This design comes from an exercise in tuning for small area on the open sky130 flow, not from production work.
Function was checked by simulation only, so behaviour that the tests miss may differ from the original.
The clock port is modelled as an ideal driver; clocking choices that lean on that would not hold on a real chip.
Power and IR drop assume default switching activity.

===== flow/flow/post_cts.tcl =====
# After clock tree synthesis. A design this small needs no clock tree of
# several levels: every clock load (register clock pins and the clock
# inverter of the falling-edge register) is driven by one of CLK_NBUF
# buffers of type CLK_BUF, all driven directly by the clock port, with the
# loads split between them by position. Every register's clock then passes
# through exactly one buffer of the same type with about the same load.
set block [ord::get_db_block]
set db [ord::get_db]
set port_net [$block findNet $::env(FLOW_CLOCK_PORT)]
set nbuf $::env(CLK_NBUF)
set master [$db findMaster $::env(CLK_BUF)]

# collect the clock buffers CTS made and the loads they drive
set bufs {}
set frontier [list $port_net]
set loads {}
while { [llength $frontier] > 0 } {
  set net [lindex $frontier 0]
  set frontier [lrange $frontier 1 end]
  foreach it [$net getITerms] {
    if { ![$it isInputSignal] } { continue }
    set inst [$it getInst]
    if { [string match "*clkbuf*" [[$inst getMaster] getName]] } {
      lappend bufs $inst
      lappend frontier [[$inst findITerm X] getNet]
    } else {
      lappend loads $it
    }
  }
}
# remove them
foreach b $bufs {
  set out [[$b findITerm X] getNet]
  foreach it [$b getITerms] { if { [$it getNet] ne "NULL" } { $it disconnect } }
  odb::dbInst_destroy $b
  if { $out ne $port_net } { odb::dbNet_destroy $out }
}
foreach it $loads { if { [$it getNet] ne "NULL" } { $it disconnect } }

# order the loads by position (x, then y) and split them into nbuf groups
set keyed {}
foreach it $loads {
  set bb [[$it getInst] getBBox]
  lappend keyed [list [expr { ([$bb xMin] + [$bb xMax]) / 2 }] [expr { ([$bb yMin] + [$bb yMax]) / 2 }] $it]
}
set keyed [lsort -integer -index 0 $keyed]
set n [llength $keyed]
for { set g 0 } { $g < $nbuf } { incr g } {
  set lo [expr { ($g * $n) / $nbuf }]
  set hi [expr { (($g + 1) * $n) / $nbuf - 1 }]
  set net [odb::dbNet_create $block "clknet_root_$g"]
  $net setSigType CLOCK
  if { [info exists ::env(CLK_PRE_INV)] } {
    # the buffer is a pair of inverters: a small one at the port, then the
    # driver of the loads
    set pre [odb::dbInst_create $block [$db findMaster $::env(CLK_PRE_INV)] "clkinv_pre_$g"]
    set mid [odb::dbNet_create $block "clknet_pre_$g"]
    $mid setSigType CLOCK
    [$pre findITerm A] connect $port_net
    [$pre findITerm Y] connect $mid
    set buf [odb::dbInst_create $block $master "clkinv_root_$g"]
    [$buf findITerm A] connect $mid
    [$buf findITerm Y] connect $net
  } else {
    set buf [odb::dbInst_create $block $master "clkbuf_root_$g"]
    [$buf findITerm A] connect $port_net
    [$buf findITerm X] connect $net
  }
  set sx 0; set sy 0
  foreach k [lrange $keyed $lo $hi] {
    [lindex $k 2] connect $net
    set sx [expr { $sx + [lindex $k 0] }]
    set sy [expr { $sy + [lindex $k 1] }]
  }
  set cnt [expr { $hi - $lo + 1 }]
  foreach b [concat $buf [expr { [info exists pre] ? $pre : {} }]] {
    $b setLocation [expr { $sx / $cnt }] [expr { $sy / $cnt }]
    $b setPlacementStatus PLACED
    $b setSourceType TIMING
  }
}
global_connect
puts "post_cts: replaced [llength $bufs] clock buffers by $nbuf $::env(CLK_BUF) for $n loads"
detailed_placement
check_placement -verbose
estimate_parasitics -placement
report_clock_skew

===== flow/standard.sh =====
#!/bin/bash
# synth_recipe.tcl (not shown) runs the flow's synth.tcl, then flattens the netlist and writes it again
# the make line also repeats each setting of config.mk as NAME=value (left out here)
make -C /OpenROAD-flow-scripts/flow DESIGN_CONFIG=/design/flow/config.mk WORK_HOME=/design/flow/orfs CLKGATE_MAP_FILE= SYNTH_SCRIPT=/design/flow/synth_recipe.tcl "${@:-finish}"

===== flow/flow/hand_netlist.v =====
// Generated by gen/gen_netlist.py: hand-mapped netlist of rtl/jtag_spi_bridge.v
module jtag_spi_bridge(tck, tdi, p_shift, p_ce, p_rstn, p_rti1, tdo, miso, cs_n, mosi, spi_oe, wp_n, hold_n);
  input tck;
  input tdi;
  input p_shift;
  input p_ce;
  input p_rstn;
  input p_rti1;
  output tdo;
  input miso;
  output cs_n;
  output mosi;
  output spi_oe;
  output wp_n;
  output hold_n;
  wire S1;
  wire S2;
  wire X;
  wire b10;
  wire b12;
  wire b14;
  wire b2;
  wire b4;
  wire b6;
  wire b8;
  wire gsh;
  wire nX;
  wire nb0;
  wire nb1;
  wire nb11;
  wire nb13;
  wire nb15;
  wire nb3;
  wire nb5;
  wire nb7;
  wire nb9;
  wire ncap;
  wire ns1;
  wire ns2;
  wire nt10;
  wire nt12;
  wire nt14;
  wire nt2;
  wire nt4;
  wire nt6;
  wire nt8;
  wire nz10;
  wire nz12;
  wire nz14;
  wire nz2;
  wire nz4;
  wire nz6;
  wire nz8;
  wire q_d0;
  wire q_d1;
  wire q_d10;
  wire q_d11;
  wire q_d12;
  wire q_d13;
  wire q_d14;
  wire q_d15;
  wire q_d2;
  wire q_d3;
  wire q_d4;
  wire q_d5;
  wire q_d6;
  wire q_d7;
  wire q_d8;
  wire q_d9;
  wire sel_d;
  wire t1;
  wire t11;
  wire t13;
  wire t15;
  wire t3;
  wire t5;
  wire t7;
  wire t9;
  wire tck_n;
  wire z11;
  wire z13;
  wire z15;
  wire z3;
  wire z5;
  wire z7;
  wire z9;
  sky130_fd_sc_hd__dfxtp_1 {FF:selected} (.CLK(tck), .D(sel_d), .Q(spi_oe));
  sky130_fd_sc_hd__dfxtp_1 {FF:q[0]} (.CLK(tck), .D(q_d0), .Q(nb0));
  sky130_fd_sc_hd__dfxtp_1 {FF:q[1]} (.CLK(tck), .D(q_d1), .Q(nb1));
  sky130_fd_sc_hd__dfxtp_1 {FF:q[2]} (.CLK(tck), .D(q_d2), .Q(b2));
  sky130_fd_sc_hd__dfxtp_1 {FF:q[3]} (.CLK(tck), .D(q_d3), .Q(nb3));
  sky130_fd_sc_hd__dfxtp_1 {FF:q[4]} (.CLK(tck), .D(q_d4), .Q(b4));
  sky130_fd_sc_hd__dfxtp_1 {FF:q[5]} (.CLK(tck), .D(q_d5), .Q(nb5));
  sky130_fd_sc_hd__dfxtp_1 {FF:q[6]} (.CLK(tck), .D(q_d6), .Q(b6));
  sky130_fd_sc_hd__dfxtp_1 {FF:q[7]} (.CLK(tck), .D(q_d7), .Q(nb7));
  sky130_fd_sc_hd__dfxtp_1 {FF:q[8]} (.CLK(tck), .D(q_d8), .Q(b8));
  sky130_fd_sc_hd__dfxtp_1 {FF:q[9]} (.CLK(tck), .D(q_d9), .Q(nb9));
  sky130_fd_sc_hd__dfxtp_1 {FF:q[10]} (.CLK(tck), .D(q_d10), .Q(b10));
  sky130_fd_sc_hd__dfxtp_1 {FF:q[11]} (.CLK(tck), .D(q_d11), .Q(nb11));
  sky130_fd_sc_hd__dfxtp_1 {FF:q[12]} (.CLK(tck), .D(q_d12), .Q(b12));
  sky130_fd_sc_hd__dfxtp_1 {FF:q[13]} (.CLK(tck), .D(q_d13), .Q(nb13));
  sky130_fd_sc_hd__dfxtp_1 {FF:q[14]} (.CLK(tck), .D(q_d14), .Q(b14));
  sky130_fd_sc_hd__dfxtp_1 {FF:q[15]} (.CLK(tck), .D(q_d15), .Q(nb15));
  sky130_fd_sc_hd__dfxtp_1 {FF:csn_q} (.CLK(tck), .D(nX), .Q(cs_n));
  sky130_fd_sc_hd__dfxtp_1 {FF:mosi_q} (.CLK(tck), .D(tdi), .Q(mosi));
  sky130_fd_sc_hd__clkinv_1 g_tckn (.A(tck), .Y(tck_n));
  sky130_fd_sc_hd__dfxtp_1 {FF:tdo_q} (.CLK(tck_n), .D(miso), .Q(tdo));
  sky130_fd_sc_hd__conb_1 g_tie (.HI(hold_n));
  sky130_fd_sc_hd__o21a_1 g_sel (.A1(spi_oe), .A2(p_rti1), .B1(p_rstn), .X(sel_d));
  sky130_fd_sc_hd__nand3b_1 g_ncap (.A_N(p_shift), .B(spi_oe), .C(p_ce), .Y(ncap));
  sky130_fd_sc_hd__nand2_1 g_z2 (.A(nb0), .B(nb1), .Y(nz2));
  sky130_fd_sc_hd__nor2_1 g_z3 (.A(nz2), .B(b2), .Y(z3));
  sky130_fd_sc_hd__nand2_1 g_z4 (.A(z3), .B(nb3), .Y(nz4));
  sky130_fd_sc_hd__nor2_1 g_z5 (.A(nz4), .B(b4), .Y(z5));
  sky130_fd_sc_hd__nand2_1 g_z6 (.A(z5), .B(nb5), .Y(nz6));
  sky130_fd_sc_hd__nor2_1 g_z7 (.A(nz6), .B(b6), .Y(z7));
  sky130_fd_sc_hd__nand2_1 g_z8 (.A(z7), .B(nb7), .Y(nz8));
  sky130_fd_sc_hd__nor2_1 g_z9 (.A(nz8), .B(b8), .Y(z9));
  sky130_fd_sc_hd__nand2_1 g_z10 (.A(z9), .B(nb9), .Y(nz10));
  sky130_fd_sc_hd__nor2_1 g_z11 (.A(nz10), .B(b10), .Y(z11));
  sky130_fd_sc_hd__nand2_1 g_z12 (.A(z11), .B(nb11), .Y(nz12));
  sky130_fd_sc_hd__nor2_1 g_z13 (.A(nz12), .B(b12), .Y(z13));
  sky130_fd_sc_hd__nand2_1 g_z14 (.A(z13), .B(nb13), .Y(nz14));
  sky130_fd_sc_hd__nor2_1 g_z15 (.A(nz14), .B(b14), .Y(z15));
  sky130_fd_sc_hd__o21ai_1 g_x (.A1(z15), .A2(cs_n), .B1(nb15), .Y(X));
  sky130_fd_sc_hd__inv_1 g_nx (.A(X), .Y(nX));
  sky130_fd_sc_hd__nand2_1 g_ns1 (.A(ncap), .B(nX), .Y(ns1));
  sky130_fd_sc_hd__nand2_1 g_ns2 (.A(ncap), .B(X), .Y(ns2));
  sky130_fd_sc_hd__inv_1 g_s1 (.A(ns1), .Y(S1));
  sky130_fd_sc_hd__inv_1 g_s2 (.A(ns2), .Y(S2));
  sky130_fd_sc_hd__a211o_1 g_g (.A1(spi_oe), .A2(p_shift), .B1(nz14), .C1(b14), .X(gsh));
  sky130_fd_sc_hd__a32oi_1 g_d0 (.A1(S1), .A2(tdi), .A3(gsh), .B1(S2), .B2(nb0), .Y(q_d0));
  sky130_fd_sc_hd__xnor2_1 g_t1 (.A(nb1), .B(nb0), .Y(t1));
  sky130_fd_sc_hd__a2bb2oi_1 g_d1 (.A1_N(nb0), .A2_N(ns1), .B1(S2), .B2(t1), .Y(q_d1));
  sky130_fd_sc_hd__xor2_1 g_t2 (.A(b2), .B(nz2), .X(nt2));
  sky130_fd_sc_hd__o22ai_1 g_d2 (.A1(ns1), .A2(nb1), .B1(ns2), .B2(nt2), .Y(q_d2));
  sky130_fd_sc_hd__xnor2_1 g_t3 (.A(nb3), .B(z3), .Y(t3));
  sky130_fd_sc_hd__a22oi_1 g_d3 (.A1(S1), .A2(b2), .B1(S2), .B2(t3), .Y(q_d3));
  sky130_fd_sc_hd__xor2_1 g_t4 (.A(b4), .B(nz4), .X(nt4));
  sky130_fd_sc_hd__o22ai_1 g_d4 (.A1(ns1), .A2(nb3), .B1(ns2), .B2(nt4), .Y(q_d4));
  sky130_fd_sc_hd__xnor2_1 g_t5 (.A(nb5), .B(z5), .Y(t5));
  sky130_fd_sc_hd__a22oi_1 g_d5 (.A1(S1), .A2(b4), .B1(S2), .B2(t5), .Y(q_d5));
  sky130_fd_sc_hd__xor2_1 g_t6 (.A(b6), .B(nz6), .X(nt6));
  sky130_fd_sc_hd__o22ai_1 g_d6 (.A1(ns1), .A2(nb5), .B1(ns2), .B2(nt6), .Y(q_d6));
  sky130_fd_sc_hd__xnor2_1 g_t7 (.A(nb7), .B(z7), .Y(t7));
  sky130_fd_sc_hd__a22oi_1 g_d7 (.A1(S1), .A2(b6), .B1(S2), .B2(t7), .Y(q_d7));
  sky130_fd_sc_hd__xor2_1 g_t8 (.A(b8), .B(nz8), .X(nt8));
  sky130_fd_sc_hd__o22ai_1 g_d8 (.A1(ns1), .A2(nb7), .B1(ns2), .B2(nt8), .Y(q_d8));
  sky130_fd_sc_hd__xnor2_1 g_t9 (.A(nb9), .B(z9), .Y(t9));
  sky130_fd_sc_hd__a22oi_1 g_d9 (.A1(S1), .A2(b8), .B1(S2), .B2(t9), .Y(q_d9));
  sky130_fd_sc_hd__xor2_1 g_t10 (.A(b10), .B(nz10), .X(nt10));
  sky130_fd_sc_hd__o22ai_1 g_d10 (.A1(ns1), .A2(nb9), .B1(ns2), .B2(nt10), .Y(q_d10));
  sky130_fd_sc_hd__xnor2_1 g_t11 (.A(nb11), .B(z11), .Y(t11));
  sky130_fd_sc_hd__a22oi_1 g_d11 (.A1(S1), .A2(b10), .B1(S2), .B2(t11), .Y(q_d11));
  sky130_fd_sc_hd__xor2_1 g_t12 (.A(b12), .B(nz12), .X(nt12));
  sky130_fd_sc_hd__o22ai_1 g_d12 (.A1(ns1), .A2(nb11), .B1(ns2), .B2(nt12), .Y(q_d12));
  sky130_fd_sc_hd__xnor2_1 g_t13 (.A(nb13), .B(z13), .Y(t13));
  sky130_fd_sc_hd__a22oi_1 g_d13 (.A1(S1), .A2(b12), .B1(S2), .B2(t13), .Y(q_d13));
  sky130_fd_sc_hd__xor2_1 g_t14 (.A(b14), .B(nz14), .X(nt14));
  sky130_fd_sc_hd__o22ai_1 g_d14 (.A1(ns1), .A2(nb13), .B1(ns2), .B2(nt14), .Y(q_d14));
  sky130_fd_sc_hd__nor2_1 g_t15 (.A(nb15), .B(z15), .Y(t15));
  sky130_fd_sc_hd__a22oi_1 g_d15 (.A1(S1), .A2(b14), .B1(S2), .B2(t15), .Y(q_d15));
  assign wp_n = hold_n;
endmodule

===== flow/config.mk =====
export PLATFORM = sky130hd
export DESIGN_NAME = jtag_spi_bridge
export DESIGN_NICKNAME = jtag_spi_bridge
export VERILOG_FILES = /design/flow/design.v
export SDC_FILE = /design/flow/constraint.sdc
export NUM_CORES = 4
export LEC_CHECK = 0
export CAP_MARGIN = 20
export CORE_AREA = 2 2 62 62
export CTS_BUF_LIST = sky130_fd_sc_hd__clkbuf_8
export CTS_CLUSTER_DIAMETER = 200
export CTS_CLUSTER_SIZE = 30
export DIE_AREA = 0 0 64 64
export PLACE_DENSITY = 0.9
export SLEW_MARGIN = 20

===== flow/flow/place_ffs.py =====
#!/usr/bin/env python3
"""place_ffs.py TEMPLATE STANDARD OUT: writes OUT, the hand-mapped netlist
TEMPLATE with each register placeholder {FF:<reg>} replaced by the instance
name the standard synthesis (netlist STANDARD) gave register <reg>. Fails
unless every register of STANDARD is matched exactly once, with the same cell
type as in TEMPLATE."""
import re, sys

tmpl, std, out = sys.argv[1:4]
t = open(tmpl).read()
s = open(std).read()

# registers of the standard synthesis: sequential cells (flip-flops, latches)
std_ff = {}
for m in re.finditer(r'^\s*(sky130_fd_sc_hd__(?:df|edf|sdf|dl)\w*)\s+(\\\S+|\w+)\s*\(', s, re.M):
    typ, name = m.group(1), m.group(2)
    base = name[1:] if name.startswith('\\') else name
    base = base.split('$')[0]
    if base in std_ff:
        sys.exit('register %s appears twice in the standard netlist' % base)
    std_ff[base] = (typ, name)

tmpl_ff = {}
for m in re.finditer(r'^\s*(sky130_fd_sc_hd__\w+)\s+\{FF:([^}]*)\}', t, re.M):
    tmpl_ff[m.group(2)] = m.group(1)

if set(std_ff) != set(tmpl_ff):
    sys.exit('register sets differ: standard %s, template %s' % (sorted(std_ff), sorted(tmpl_ff)))
for reg, typ in tmpl_ff.items():
    if std_ff[reg][0] != typ:
        sys.exit('register %s: standard cell %s, template %s' % (reg, std_ff[reg][0], typ))

t = re.sub(r'\{FF:([^}]*)\}', lambda m: std_ff[m.group(1)][1] + ' ', t)
open(out, 'w').write(t)
print('placed %d registers' % len(std_ff))

===== flow/constraint.sdc =====
create_clock -name core_clock -period 10.0 [get_ports {tck}]
set_input_delay 2.0000 -clock core_clock [delete_from_list [all_inputs] [get_ports {tck}]]
set_output_delay 2.0000 -clock core_clock [all_outputs]
set_load 0.01 [all_outputs]

===== flow/flow/run.sh =====
#!/bin/bash
# Own layout flow: the standard flow, with these changes to how the
# layout is made:
#  1. after the standard synthesis, the gates between the registers are
#     replaced by a hand-mapped netlist of the same design (flow/
#     hand_netlist.v, made by gen/gen_netlist.py); the registers keep the
#     names and cell types the standard synthesis gave them. If the
#     registers do not match, ABC re-maps the standard netlist for area
#     instead (flow/reopt.tcl);
#  2. the port buffers are the smallest buffer cell (buf_1);
#  3. the clock tree is one level of CLK_NBUF buffers driven by the clock
#     port (flow/post_cts.tcl).
# Each tool's output goes to a log file of its own in the work folder.
set -euo pipefail
WORK=$(pwd)
RES=$WORK/orfs/results/$FLOW_PLATFORM/jtag_spi_bridge/base
LIB=$FLOW_HOME/platforms/$FLOW_PLATFORM/lib/sky130_fd_sc_hd__tt_025C_1v80.lib

# 1. standard synthesis
bash standard.sh synth > "$WORK/log_1_synth_standard.log" 2>&1
cp "$RES/1_2_yosys.v" "$WORK/synth_standard.v"

# 2. the hand-mapped netlist, with the standard synthesis's register names
if python3 "$WORK/flow/place_ffs.py" "$WORK/flow/hand_netlist.v" "$WORK/synth_standard.v" \
     "$WORK/synth_new.v" > "$WORK/log_2_netlist.log" 2>&1; then
  echo "hand-mapped netlist" >> "$WORK/log_2_netlist.log"
else
  REOPT_LIB=$LIB REOPT_IN=$WORK/synth_standard.v REOPT_TOP=$FLOW_TOP \
  REOPT_STAT=$WORK/reopt_stat.txt REOPT_OUT=$WORK/synth_new.v \
    yosys -c "$WORK/flow/reopt.tcl" > "$WORK/log_2_reopt.log" 2>&1
fi
sleep 1
cp "$WORK/synth_new.v" "$RES/1_2_yosys.v"
touch "$RES/1_2_yosys.v"
rm -f "$RES/1_synth.odb" "$RES/1_synth.sdc"
bash standard.sh synth > "$WORK/log_3_synth_odb.log" 2>&1

# 3. the rest of the standard flow
export SKIP_REPAIR_TIE_FANOUT=1
export BUFFER_PORTS_ARGS="-buffer_cell sky130_fd_sc_hd__buf_1"
export POST_CTS_TCL="$WORK/flow/post_cts.tcl"
export FLOW_CLOCK_PORT=tck
export CLK_NBUF=1
export CLK_BUF=sky130_fd_sc_hd__inv_8
export CLK_PRE_INV=sky130_fd_sc_hd__inv_1
export CTS_ARGS="-sink_clustering_enable -repair_clock_nets -dont_use_dummy_load -sink_clustering_size 30 -sink_clustering_max_diameter 200 -buf_list sky130_fd_sc_hd__clkbuf_8"
bash standard.sh > "$WORK/log_4_layout.log" 2>&1
test -f "$WORK/out/final.def"

===== flow/design.v =====
module jtag_spi_bridge (
    input  wire tck,
    input  wire tdi,
    input  wire p_shift,
    input  wire p_ce,
    input  wire p_rstn,
    input  wire p_rti1,
    output wire tdo,
    input  wire miso,
    output wire cs_n,
    output wire mosi,
    output wire spi_oe,      
    output wire wp_n,
    output wire hold_n
);
    localparam W = 16;    
    localparam [31:0]  PAT = 32'hAAAA_AAAB;
    localparam [W-1:0] INV = PAT[W-1:0];
    reg selected;
    always @(posedge tck)
        selected <= p_rstn & (selected | p_rti1);
    wire selected_capture = selected & p_ce & ~p_shift;
    wire selected_shift   = selected & p_shift;
    reg  [W-1:0] q;                   
    wire [W-1:0] bits = q ^ INV;      
    reg          mosi_q;
    reg          csn_q;
    reg          tdo_q;
    wire nz   = |bits;
    wire xfer = nz & (~csn_q | bits[W-1]);    
    wire sin  = tdi & (selected_shift | nz);
    reg [W-1:0] bits_next;
    always @(*) begin
        if (selected_capture)
            bits_next = {W{1'b0}};
        else if (xfer)
            bits_next = bits - 1'b1;
        else
            bits_next = {bits[W-2:0], sin};
    end
    always @(posedge tck)
        q <= bits_next ^ INV;
    always @(posedge tck) begin
        mosi_q <= tdi;
        csn_q  <= ~xfer;
    end
    always @(negedge tck)
        tdo_q <= miso;
    assign spi_oe = selected;
    assign mosi   = mosi_q;
    assign cs_n   = csn_q;
    assign tdo    = tdo_q;
    assign wp_n   = 1'b1;
    assign hold_n = 1'b1;
endmodule

===== flow/flow/reopt.tcl =====
# Re-map the combinational logic of the standard synthesis netlist for area.
# Registers and tie cells are kept as they are (same instances, names and
# cell types); only the gates between them are re-mapped by ABC.
yosys -import
set LIB $::env(REOPT_LIB)
read_liberty -ignore_miss_func $LIB
read_verilog $::env(REOPT_IN)
hierarchy -top $::env(REOPT_TOP)
setattr -mod -set keep_hierarchy 1 sky130_fd_sc_hd__df* sky130_fd_sc_hd__edf* sky130_fd_sc_hd__sdf* sky130_fd_sc_hd__sed* sky130_fd_sc_hd__dl* sky130_fd_sc_hd__conb*
flatten
opt_clean -purge
techmap
opt -purge
abc -liberty $LIB -dont_use sky130_fd_sc_hd__lpflow_* -dont_use sky130_fd_sc_hd__probe* -script "+strash;dch,-f;map,-a;strash;dch,-f;map,-a;topo"
opt_clean -purge
splitnets
opt_clean -purge
tee -o $::env(REOPT_STAT) stat -liberty $LIB
select $::env(REOPT_TOP)
# drop the cell library's modules, keep only the design
foreach m [tee -q -s result.string select -list-mod sky130_fd_sc_hd__*] { }
write_verilog -noattr -noexpr -nohex -nodec -selected $::env(REOPT_OUT)

==> results of run 1 <==
[flip-flops by register name, indices dropped and copies added (netlist names)]
name	count
q	16
csn_q	1
mosi_q	1
selected	1
tdo_q	1
[power by group through the flow]
stage               clock, mW  sequential, mW  combinational, mW
finish                 0.0320           0.131             0.0990
global route           0.0385           0.136              0.109
detailed placement    0.00136           0.133             0.0967
global placement      0.00136           0.131             0.0934
floorplan             0.00136           0.130             0.0777
[metrics by stage]
stage / hold WS [ns] / util / setup slack [ns] / instance area (µm²)
global route: 0.5226 / 0.2532 / 2.234 / 858.3
finish: 0.4954 / 0.2532 / 2.296 / 858.3
floorplan: 0.4589 / - / 2.669 / 748.2
detailed placement: 0.4772 / 0.2488 / 2.552 / 843.3
global placement: 0.4715 / 0.2488 / 2.553 / 843.3
[cell type report]
cell class | count | area, µm² | area share
Clock inverter | 3 | 18.77 | 0.02187
Inverter | 3 | 11.26 | 0.01312
Multi-Input combinational cell | 52 | 332.8 | 0.3878
Sequential cell | 20 | 400.4 | 0.4665
Tap cell | 46 | 57.56 | 0.06706
Timing Repair Buffer | 10 | 37.54 | 0.04373
[how the worst max path moves through the flow]
stage,from,to,slack (ns),cells past startpoint
2_1_floorplan,tdo_q$_DFF_N_,tdo,2.67,0
3_3_place_gp,tdo_q$_DFF_N_,tdo,2.55,1
3_5_place_dp,tdo_q$_DFF_N_,tdo,2.55,1
5_1_grt,tdo_q$_DFF_N_,tdo,2.23,1
6_report,tdo_q$_DFF_N_,tdo,2.30,1
[layout by cell type, fill, tap and decap left out, types with 4 or more instances in the layout]
master   instances
dfxtp_1         20
buf_1           10
nand2_1          9
nor2_1           8
o22ai_1          7
a22oi_1          7
xnor2_1          7
xor2_1           7
inv_1            4
[routing by layer]
layer  vias to the layer above  part of all wire  global-route usage
li1                        287                 -                   -
met4                         0             0.014             0.02717
met3                         2             0.026             0.01585
met1                       266              0.45             0.07709
met5                         -                 0                   0
met2                         4              0.51              0.1185
==> results.json, run 1 <==
{
  "cts_sinks": 20,
  "tritoncts": "yes",
  "reg2reg_depth": 19,
  "grt_pass1_vias": 512,
  "setup_viol": 0,
  "p_sw_frac": 0.3970,
  "grt_max_degree": 21,
  "start_util": 0.2207,
  "clk-insertion-delay-late_ns": 0.19,
  "vias": 559,
  "cap_violations": 0,
  "hold_viol": 0,
  "synth_cells": 76,
  "reg2reg_from": "q[0]$_DFF_P_",
  "overflow": 0,
  "finalWirelength_mm": 1.298,
  "netlist_area_um2": 748.2,
  "dp.cells": 132,
  "portBuffers": 10,
  "dieArea_um2": 4096,
  "startpoint_type": "flop",
  "drc_errors": 0,
  "r2r-end": "q[3]$_DFF_P_",
  "p_clk_frac": 0.122,
  "peakVddDrop_mv": 0.09678,
  "rows": 21,
  "dpl.hpwl_um": 918.3,
  "path_buf_inv": 1,
  "crit_family": "flip-flops",
  "io_pins": 13,
  "hold-path-endpoint": "q[6]$_SDFF_PP0_",
  "grtUsageTotal": 0.06711,
  "comb_power_share": 0.378,
  "rsz0062_at_grt": "false",
  "firstDrtPassIters": 4,
  "grt_pass1_wl_mm": 2.221,
  "finalPower_mw": 0.2622,
  "antenna_found_initial": 0,
  "fin_tns_setup_ns": 0,
  "p_int_mw": 0.1581,
  "critPathKind": "flop to primary output",
  "drt-initial-drc-count": 6,
  "whs_path_depth": 1,
  "holdCritPathClass": "flop to flop",
  "die_w_um": 64,
  "die_h_um": 64,
  "worstPathCellList": "buf_1",
  "antenna_cells": 0,
  "syn_avg_cell_area_um2": 9.845,
  "clkTransAtPathRegs_ns": 0.10,
  "area_growth_pct": 14.72,
  "p_switching_mw": 0.1041,
  "wire_per_inst_um": 9.687,
  "path_max_fanout": 1,
  "ant_nets": 0,
  "hp-start": "q[5]$_DFF_P_",
  "synth_nets": 83,
  "outcome": "timing/DRC/antenna clean",
  "critPathArrivalTime_ns": 5.70,
  "layout.nets": 97,
  "drive_above_1_share": 0.01136,
  "pwr-share-seq": 0.500,
  "gp_congestion": 0.7291,
  "coreArea_um2": 3390,
  "cpPeakStageDelay_ns": 0.30,
  "vias_per_cell": 4.172,
  "leakagePower_nw": 0.3159,
  "power_density_nw_per_um2": 305.5,
  "slowest_stage": "dfxtp_1",
  "maxSlewViolCount": 0,
  "cp.required_ns": 8.00,
  "rrSetupSlack_ns": 6.63,
  "cp-end-kind": "primary output",
  "n_fill_cell": 359,
  "skew_ns": 0.002146,
  "layout.cells.non_filler": 134,
  "ys_warn_count": 1
}
==> inputs of run 2 (changes only) <==
--- a/flow/flow/hand_netlist.v
+++ b/flow/flow/hand_netlist.v
@@ -130,33 +130,33 @@
   sky130_fd_sc_hd__inv_1 g_s2 (.A(ns2), .Y(S2));
   sky130_fd_sc_hd__a211o_1 g_g (.A1(spi_oe), .A2(p_shift), .B1(nz14), .C1(b14), .X(gsh));
   sky130_fd_sc_hd__a32oi_1 g_d0 (.A1(S1), .A2(tdi), .A3(gsh), .B1(S2), .B2(nb0), .Y(q_d0));
-  sky130_fd_sc_hd__xnor2_1 g_t1 (.A(nb1), .B(nb0), .Y(t1));
+  sky130_fd_sc_hd__o21ai_1 g_t1 (.A1(nb1), .A2(nb0), .B1(nz2), .Y(t1));
   sky130_fd_sc_hd__a2bb2oi_1 g_d1 (.A1_N(nb0), .A2_N(ns1), .B1(S2), .B2(t1), .Y(q_d1));
-  sky130_fd_sc_hd__xor2_1 g_t2 (.A(b2), .B(nz2), .X(nt2));
+  sky130_fd_sc_hd__a21oi_1 g_t2 (.A1(b2), .A2(nz2), .B1(z3), .Y(nt2));
   sky130_fd_sc_hd__o22ai_1 g_d2 (.A1(ns1), .A2(nb1), .B1(ns2), .B2(nt2), .Y(q_d2));
-  sky130_fd_sc_hd__xnor2_1 g_t3 (.A(nb3), .B(z3), .Y(t3));
+  sky130_fd_sc_hd__o21ai_1 g_t3 (.A1(nb3), .A2(z3), .B1(nz4), .Y(t3));
   sky130_fd_sc_hd__a22oi_1 g_d3 (.A1(S1), .A2(b2), .B1(S2), .B2(t3), .Y(q_d3));
-  sky130_fd_sc_hd__xor2_1 g_t4 (.A(b4), .B(nz4), .X(nt4));
+  sky130_fd_sc_hd__a21oi_1 g_t4 (.A1(b4), .A2(nz4), .B1(z5), .Y(nt4));
   sky130_fd_sc_hd__o22ai_1 g_d4 (.A1(ns1), .A2(nb3), .B1(ns2), .B2(nt4), .Y(q_d4));
-  sky130_fd_sc_hd__xnor2_1 g_t5 (.A(nb5), .B(z5), .Y(t5));
+  sky130_fd_sc_hd__o21ai_1 g_t5 (.A1(nb5), .A2(z5), .B1(nz6), .Y(t5));
   sky130_fd_sc_hd__a22oi_1 g_d5 (.A1(S1), .A2(b4), .B1(S2), .B2(t5), .Y(q_d5));
-  sky130_fd_sc_hd__xor2_1 g_t6 (.A(b6), .B(nz6), .X(nt6));
+  sky130_fd_sc_hd__a21oi_1 g_t6 (.A1(b6), .A2(nz6), .B1(z7), .Y(nt6));
   sky130_fd_sc_hd__o22ai_1 g_d6 (.A1(ns1), .A2(nb5), .B1(ns2), .B2(nt6), .Y(q_d6));
-  sky130_fd_sc_hd__xnor2_1 g_t7 (.A(nb7), .B(z7), .Y(t7));
+  sky130_fd_sc_hd__o21ai_1 g_t7 (.A1(nb7), .A2(z7), .B1(nz8), .Y(t7));
   sky130_fd_sc_hd__a22oi_1 g_d7 (.A1(S1), .A2(b6), .B1(S2), .B2(t7), .Y(q_d7));
-  sky130_fd_sc_hd__xor2_1 g_t8 (.A(b8), .B(nz8), .X(nt8));
+  sky130_fd_sc_hd__a21oi_1 g_t8 (.A1(b8), .A2(nz8), .B1(z9), .Y(nt8));
   sky130_fd_sc_hd__o22ai_1 g_d8 (.A1(ns1), .A2(nb7), .B1(ns2), .B2(nt8), .Y(q_d8));
-  sky130_fd_sc_hd__xnor2_1 g_t9 (.A(nb9), .B(z9), .Y(t9));
+  sky130_fd_sc_hd__o21ai_1 g_t9 (.A1(nb9), .A2(z9), .B1(nz10), .Y(t9));
   sky130_fd_sc_hd__a22oi_1 g_d9 (.A1(S1), .A2(b8), .B1(S2), .B2(t9), .Y(q_d9));
-  sky130_fd_sc_hd__xor2_1 g_t10 (.A(b10), .B(nz10), .X(nt10));
+  sky130_fd_sc_hd__a21oi_1 g_t10 (.A1(b10), .A2(nz10), .B1(z11), .Y(nt10));
   sky130_fd_sc_hd__o22ai_1 g_d10 (.A1(ns1), .A2(nb9), .B1(ns2), .B2(nt10), .Y(q_d10));
-  sky130_fd_sc_hd__xnor2_1 g_t11 (.A(nb11), .B(z11), .Y(t11));
+  sky130_fd_sc_hd__o21ai_1 g_t11 (.A1(nb11), .A2(z11), .B1(nz12), .Y(t11));
   sky130_fd_sc_hd__a22oi_1 g_d11 (.A1(S1), .A2(b10), .B1(S2), .B2(t11), .Y(q_d11));
-  sky130_fd_sc_hd__xor2_1 g_t12 (.A(b12), .B(nz12), .X(nt12));
+  sky130_fd_sc_hd__a21oi_1 g_t12 (.A1(b12), .A2(nz12), .B1(z13), .Y(nt12));
   sky130_fd_sc_hd__o22ai_1 g_d12 (.A1(ns1), .A2(nb11), .B1(ns2), .B2(nt12), .Y(q_d12));
-  sky130_fd_sc_hd__xnor2_1 g_t13 (.A(nb13), .B(z13), .Y(t13));
+  sky130_fd_sc_hd__o21ai_1 g_t13 (.A1(nb13), .A2(z13), .B1(nz14), .Y(t13));
   sky130_fd_sc_hd__a22oi_1 g_d13 (.A1(S1), .A2(b12), .B1(S2), .B2(t13), .Y(q_d13));
-  sky130_fd_sc_hd__xor2_1 g_t14 (.A(b14), .B(nz14), .X(nt14));
+  sky130_fd_sc_hd__a21oi_1 g_t14 (.A1(b14), .A2(nz14), .B1(z15), .Y(nt14));
   sky130_fd_sc_hd__o22ai_1 g_d14 (.A1(ns1), .A2(nb13), .B1(ns2), .B2(nt14), .Y(q_d14));
   sky130_fd_sc_hd__nor2_1 g_t15 (.A(nb15), .B(z15), .Y(t15));
   sky130_fd_sc_hd__a22oi_1 g_d15 (.A1(S1), .A2(b14), .B1(S2), .B2(t15), .Y(q_d15));
==> results.json, run 2 <==
{
  "outcome": "timing/DRC/antenna clean",
  "fin_tns_setup_ns": 0,
  "cts_sinks": 20,
  "io_pins": 13,
  "cp-end-kind": "primary output",
  "clkTransAtPathRegs_ns": 0.09,
  "peakVddDrop_mv": 0.1097,
  "dpl.hpwl_um": 860.7,
  "layout.cells.non_filler": 134,
  "whs_path_depth": 1,
  "cpPeakStageDelay_ns": 0.30,
  "utilization": 0.2377,
  "grt_pass1_vias": 477,
  "startpoint_type": "flop",
  "startpoint": "tdo_q$_DFF_N_",
  "final_common_cell": "dfxtp_1",
  "path_max_fanout": 1,
  "drc_errors": 0,
  "vias": 594,
  "synth_nets": 83,
  "drt-initial-drc-count": 25,
  "synth_cells": 76,
  "wire_per_inst_um": 8.963,
  "dp_slack_ns": 2.553,
  "hp-start": "q[3]$_DFF_P_",
  "skew_ns": 0.002947,
  "rsz0062_at_grt": "false",
  "die_h_um": 64,
  "finalWirelength_mm": 1.201,
  "tritoncts": "yes",
  "grt_max_degree": 21,
  "ys_warn_count": 1,
  "critPathKind": "flop to primary output",
  "setup_slack_ns": 2.311,
  "finalPower_mw": 0.2662,
  "power_density_nw_per_um2": 330.4,
  "portBuffers": 10,
  "reg2reg_depth": 19,
  "layout.cells.most_common_list": "dfxtp_1 (20), buf_1 (10), nand2_1 (9)",
  "crit_family": "flip-flops",
  "rows": 21,
  "leakagePower_nw": 0.3000,
  "clk-insertion-delay-late_ns": 0.18,
  "layout.nets": 97,
  "start_util": 0.2052,
  "reg2reg_from": "q[0]$_DFF_P_",
  "largest_register": "q",
  "syn_avg_cell_area_um2": 9.154,
  "dp.cells": 132,
  "grtUsageMet3": 0.01585,
  "ant_nets": 0,
  "gp_congestion": 0.7419,
  "hold_viol": 0,
  "cp.required_ns": 8.00,
  "holdCritPathClass": "flop to flop",
  "grtUsageTotal": 0.05996,
  "netlist_area_um2": 695.7,
  "met2_usage": 0.09505,
  "antenna_cells": 0,
  "critPathArrivalTime_ns": 5.69,
  "grtUsageMet1": 0.07667,
  "area_growth_pct": 15.83,
  "coreArea_um2": 3390,
  "grt_pass1_wl_mm": 1.980,
  "busiest_layer": "met2",
  "hold-path-endpoint": "q[4]$_SDFF_PP0_",
  "overflow": 0,
  "slowest_stage": "dfxtp_1",
  "setup_viol": 0,
  "die_w_um": 64,
  "antenna_found_initial": 0,
  "vias_per_cell": 4.433,
  "path_buf_inv": 1,
  "maxSlewViolCount": 0,
  "dieArea_um2": 4096,
  "worstPathCellList": "buf_1",
  "n_fill_cell": 367,
  "drive_above_1_share": 0.01136,
  "cap_violations": 0,
  "rrSetupSlack_ns": 6.49,
  "firstDrtPassIters": 4,
  "largest_reg_flops": 16,
  "r2r-end": "q[0]$_DFF_P_"
}
-- run 2: cell count changes in the layout (fill, tap and decap cells not counted) --
| cell | change |
|---|---|
| xnor2_1 | -7 |
| xor2_1 | -7 |
| a21oi_1 | +7 |
| o21ai_1 | +7 |
-- run 2: how the worst max path moves through the flow --
stage / to / cells after the start
2_1_floorplan: tdo / 0
3_3_place_gp: tdo / 1
3_5_place_dp: tdo / 1
5_1_grt: tdo / 1
6_report: tdo / 1
-- run 2: power by group --
part           leakage [nW]  switching, mW  internal [mW]
Sequential            0.167         0.0208          0.112
Combinational         0.121         0.0621         0.0408
Clock                0.0129         0.0257        0.00481
-- run 2: final cells by class --
type                       count  area, µm²  area share
clock inverter                 3      18.77     0.02329
inverter                       3      11.26     0.01398
multi-input combinational     52      280.3      0.3478
sequential                    20      400.4      0.4969
tap                           46      57.56     0.07143
timing repair buffer          10      37.54     0.04658
-- run 2: through the flow --
step / hold WS [ns] / instance area (µm²)
finish: 0.4742 / 805.8
global route: 0.4948 / 805.8
detailed placement: 0.4635 / 790.8
global placement: 0.4521 / 790.8
floorplan: 0.4445 / 695.7
-- run 2: per-layer routing --
metal	share of wire	wire length (µm)	up-vias
met5	0	0	-
met1	0.48	582	275
li1	-	-	310
met2	0.47	559	7
met3	0.037	44	2
met4	0.012	14	0
